What follows belongs to an exercise in optimizing a design on an open flow for a short achievable clock period and few clock cycles; a production flow would make more cautious choices.
RTL that was checked went through simulation tests only; none was proved equivalent to the original.
No activity file was given, so power comes from the tool's default toggle rates.

## s3lcd_compositor
module s3lcd_compositor (
    input  wire        clk,
    input  wire        rst,
    input  wire        cmd_valid,
    output reg         cmd_ready,
    input  wire [7:0]  cmd_op,
    input  wire [31:0] cmd_x,
    input  wire [31:0] cmd_y,
    input  wire [31:0] cmd_w,
    input  wire [31:0] cmd_h,
    input  wire [15:0] cmd_color,
    input  wire [7:0]  cmd_alpha,
    input  wire [1:0]  cmd_wrap,       
    input  wire [31:0] cmd_src,        
    output reg         src_en,
    output reg  [31:0] src_addr,
    input  wire [15:0] src_data,
    output reg         rd_en,
    output reg  [11:0] rd_addr,
    input  wire [15:0] rd_data,
    output reg         wr_en,
    output reg  [11:0] wr_addr,
    output reg  [15:0] wr_data,
    output reg  [1:0]  rotation
);
    localparam [7:0] OP_SET_ROTATION = 8'h01;
    localparam [7:0] OP_CLEAR        = 8'h02;
    localparam [7:0] OP_SET_PIXEL    = 8'h10;
    localparam [7:0] OP_HLINE        = 8'h11;
    localparam [7:0] OP_VLINE        = 8'h12;
    localparam [7:0] OP_FILL_RECT    = 8'h13;
  ...
Size in the first run: about 8600 cells after synthesis, ~1500 flip-flops, roughly 88000 um^2 of cells after synthesis.
export LEC_CHECK = 0
export ABC_CLOCK_PERIOD_IN_PS = 3000
export CAP_MARGIN = 20
export CORE_MARGIN = 2
export CORE_UTILIZATION = 50
export CTS_CLUSTER_DIAMETER = 200
export CTS_CLUSTER_SIZE = 20
export PLACE_DENSITY = 0.65
export SLEW_MARGIN = 20
create_clock -name core_clock -period 10.0 [get_ports {clk}]
standard.sh (not shown) runs the stock make flow with config.mk's settings and CLKGATE_MAP_FILE= SYNTH_SCRIPT=/design/flow/synth_recipe.tcl, a recipe that flattens the netlist after the stock synthesis.
==> flow/flow/run.sh <==
#!/bin/bash
# Standard ORFS layout (the standard.sh, unchanged synthesis), with the
# timing-repair steps asked to reach a larger setup margin at the design's
# own clock period and constraints. Each step's full output is in orfs/logs;
# make's own output is in flow_make.log.
set -euo pipefail
bash standard.sh SETUP_SLACK_MARGIN=7.6 finish > flow_make.log 2>&1
Testbench counts at the start, summed over its fixed seeds: cycles 237,753.
Change:
--- a/flow/design.v
+++ b/flow/design.v
@@ -286,22 +286,24 @@
     wire [15:0] fin   = m_blit ? src_data : c_color;
     wire [14:0] sum_r = pf_r + pb_r;
     wire [15:0] sum_g = pf_g + pb_g;
     wire [14:0] sum_b = pf_b + pb_b;
     wire [15:0] blended = {sum_r[12:8], sum_g[13:8], sum_b[12:8]};
     wire [14:0] sc_r = pc_r + {qb_rh, 3'b0} + {3'b0, qb_rl};
     wire [15:0] sc_g = pc_g + {1'b0, qb_gh, 3'b0} + {4'b0, qb_gl};
     wire [14:0] sc_b = pc_b + {qb_bh, 3'b0} + {3'b0, qb_bl};
     wire [15:0] blended_c = {sc_r[12:8], sc_g[13:8], sc_b[12:8]};
     wire accept  = ~busy & cmd_valid;
+    wire i_noop  = ~(i_clr | i_line | i_fill | i_blit) | (~i_clr & (cmd_alpha == 8'd0));
+    wire i_rot   = (cmd_op == OP_SET_ROTATION);
     wire s1_done = st1 & (d_rot | ~d_draw | (a_zero & ~d_clr));
-    wire ready_n = busy ? (wdone | s1_done | (st2 & s_empty)) : ~cmd_valid;
+    wire ready_n = busy ? (wdone | s1_done | (st2 & s_empty)) : (~cmd_valid | i_noop);
     always @(posedge clk) begin
         if (!busy) begin
             c_x     <= cmd_x;
             c_y     <= cmd_y;
             c_w     <= cmd_w;
             c_h     <= cmd_h;
             c_color <= cmd_color;
             c_alpha <= cmd_alpha;
             c_src   <= cmd_src;
             sm_x    <= (cmd_x[31:8] == {24{cmd_x[8]}});
@@ -539,42 +541,44 @@
             mph <= 1'b0; g_bub <= 1'b0; sr_pend <= 1'b0; st1d <= 1'b0;
             stn1 <= 1'b0; stn2 <= 1'b0; stn3 <= 1'b0; stn4 <= 1'b0; stn5 <= 1'b0;
             stdx <= 1'b0; stdy <= 1'b0; stde <= 1'b0; stdf <= 1'b0;
             pass2 <= 1'b0;
             g_run  <= 1'b0;
             rd_en  <= 1'b0;
             src_en <= 1'b0;
             wr_en  <= 1'b0;
             p1_v <= 1'b0; p2_v <= 1'b0; p3_v <= 1'b0;
         end else begin
-            st1   <= accept | stfix;
+            st1   <= (accept & ~i_noop) | stfix;
+            if (accept & i_rot) begin
+                rotation <= cmd_x[1:0];
+                rot_i    <= 4'b0001 << cmd_x[1:0];
+            end
             st2   <= 1'b0;
             stfix <= 1'b0;
             stba2 <= stba;
             st2d  <= st2;
             st1d  <= st1 & ~pass2;
             mph   <= stmul & ~mph;
             g_bub <= g_run & ~g_last & m_blit & g_single;
             sr_pend <= g_run & bnd;
             stn1  <= 1'b0;
             stn2  <= stn1;
             stn3  <= stn2;
             stn4  <= stn3;
             stn5  <= stn4;
             stde  <= 1'b0;
             stdf  <= 1'b0;
             stmul <= 1'b0;
             if (accept) pass2 <= 1'b0;
             if (st1) begin
                 if (d_rot) begin
-                    rotation <= c_x[1:0];
-                    rot_i    <= 4'b0001 << c_x[1:0];
                 end else if (!d_draw || (a_zero && !d_clr)) begin
                 end else if (fast) begin
                     st2 <= 1'b1;
                 end else if (fixable) begin
                     stfix <= 1'b1;
                 end else begin
                     stn1 <= 1'b1;
                 end
             end
             if (stn5) begin
Effect:
- sequential share of layout area hardly moves
- wire length grows slightly
- worst hold slack hardly moves
- first-iteration DRC count drops by a few percent
- area after synthesis grows slightly
- count of clock-buffer cells in the layout stays the same
- worst setup slack gets better by 67 ps
- via count increases slightly
- total power came out lower by about a fifth
- non-clock buffer count drops by 33
- sequential power is lower by a little under a tenth
- fmax rises by a few percent
- final cell count hardly moves
- clock power drops slightly
Testbench counts after the change, summed over its fixed seeds: cycles 237,526.

Setup of the baseline:
Another version of the RTL of s3lcd_compositor (not shown whole).
Size in the first run: roughly 7000 cells after synthesis, about 1000 flip-flops, roughly 310 I/O pins.
==> flow/config.mk <==
export PLATFORM = sky130hd
export DESIGN_NAME = s3lcd_compositor
export DESIGN_NICKNAME = s3lcd_compositor
export VERILOG_FILES = /design/flow/design.v
export SDC_FILE = /design/flow/constraint.sdc
export NUM_CORES = 4
export LEC_CHECK = 0
export ABC_CLOCK_PERIOD_IN_PS = 3000
export CAP_MARGIN = 20
export CORE_MARGIN = 2
export CORE_UTILIZATION = 40
export PLACE_DENSITY = 0.6
export SLEW_MARGIN = 20
==> flow/constraint.sdc <==
create_clock -name core_clock -period 10.0 [get_ports {clk}]
set_input_delay 2.0000 -clock core_clock [delete_from_list [all_inputs] [get_ports {clk}]]
set_output_delay 2.0000 -clock core_clock [all_outputs]
set_load 0.01 [all_outputs]
==> flow/flow/run.sh <==
#!/bin/bash
# Standard ORFS layout (the standard.sh, unchanged synthesis), with the
# timing-repair steps asked to reach a larger setup margin at the design's
# own clock period and constraints. Each step's full output is in orfs/logs;
# make's own output is in flow_make.log.
set -euo pipefail
bash standard.sh SETUP_SLACK_MARGIN=7.0 finish > flow_make.log 2>&1
Testbench counts of the baseline, summed over its fixed seeds: cycles 237,835.
For the candidate, these inputs were changed with respect to the baseline:
-- flow/design.v --
<<< the baseline, line 74
        input signed [10:0] v;
        input [6:0] n;
        reg signed [10:0] p, m, nn, n2, nneg;
        reg ge, fw;
        begin
            nn   = {4'd0, n};
            n2   = {3'd0, n, 1'b0};
            nneg = -nn;
            p  = v + nn;
            m  = v - nn;
            ge = (v >= nn);
            fw = (v >= nneg) && (v < n2);
            wrapc = {fw, ge, v[10] ? p[5:0] : (ge ? m[5:0] : v[5:0])};
        end
>>> the candidate, line 74
        input signed [10:0] v;
        input [6:0] n;
        reg signed [10:0] p, m;
        reg ge, fw;
        begin
            p  = v + $signed({4'd0, n});
            m  = v - $signed({4'd0, n});
            ge = (v >= $signed({4'd0, n}));
            fw = (v >= -$signed({4'd0, n})) && (v < $signed({3'd0, n, 1'b0}));
            wrapc = {fw, ge, v[10] ? p[5:0] : (ge ? m[5:0] : v[5:0])};
        end
==> run summary <==
- The baseline reached the end of the flow, and the finished layout is clean on the timing, design-rule and antenna checks.
- The candidate: all stages complete, timing, DRC and antenna checks passed
- Sort the candidate and the baseline by count of clock-buffer cells in the layout, descending, and the candidate comes first.
- NOTE: sum of routed wire length over all layers in the candidate exceeds that of the baseline
- Comparing the candidate and the baseline, signed area change from the synthesized netlist to the final layout is higher on the candidate.
- | worst path buffer plus inverter count | the candidate vs the baseline | 2 lower |
- Compared the candidate against the baseline; mapped cell area within noise.
- Footprint of the multi-input gates of the baseline is on par with the candidate.
- Comparing the candidate and the baseline, the lower number of antenna violations at the first check in global routing is on the baseline.
- Against the baseline, number of instances resized during post-cts repair in the candidate rose by a few percent.
- In the flow results for the candidate and the baseline, the setup slack after placement is smaller on the candidate.
- Power consumption: the candidate and the baseline compared, lower one is the candidate
- Relative to the baseline, the final cell area reported for the candidate is higher.
- Proportion of power drawn by combinational gates (higher): the candidate
Function not checked in the candidate: the RTL went through the layout flow alone.

-- static timing again, ports no longer ideal --
How much do the figures lean on ideal ports? The routed layouts below were timed once more, with nothing changed but the port constraints. Step 1 (the two cells are an assumption about what drives the block):
set clk [get_ports {clk}]
set_driving_cell -lib_cell sky130_fd_sc_hd__clkbuf_16 $clk
set_driving_cell -lib_cell sky130_fd_sc_hd__buf_2 [delete_from_list [all_inputs] $clk]
Step 2 adds t to the input delays and takes it off the output delays; t is the mean of the earliest and latest rising clock arrival at the registers after step 1. Input paths then give back, and output paths get back, about the clock's delay inside the block. a / b / c = no drivers / after step 1 / after step 2; a / b = the first two.
run	shift t [ns]	setup WS [ns]	worst setup path at the end
the first run of note 1	0.850	6.664 / 6.572 / 6.550	input to register
the second run of note 1	0.843	6.731 / 6.645 / 6.363	input to register
the baseline	0.832	6.454 / 6.454 / 6.256	input to register
the candidate	0.849	6.524 / 6.484 / 6.351	input to register
After both steps setup and hold are still met in every run listed. For the second run of note 1, which loses most, drivers alone change the setup slack by -0.086 ns; drivers and shift together by -0.368 ns.
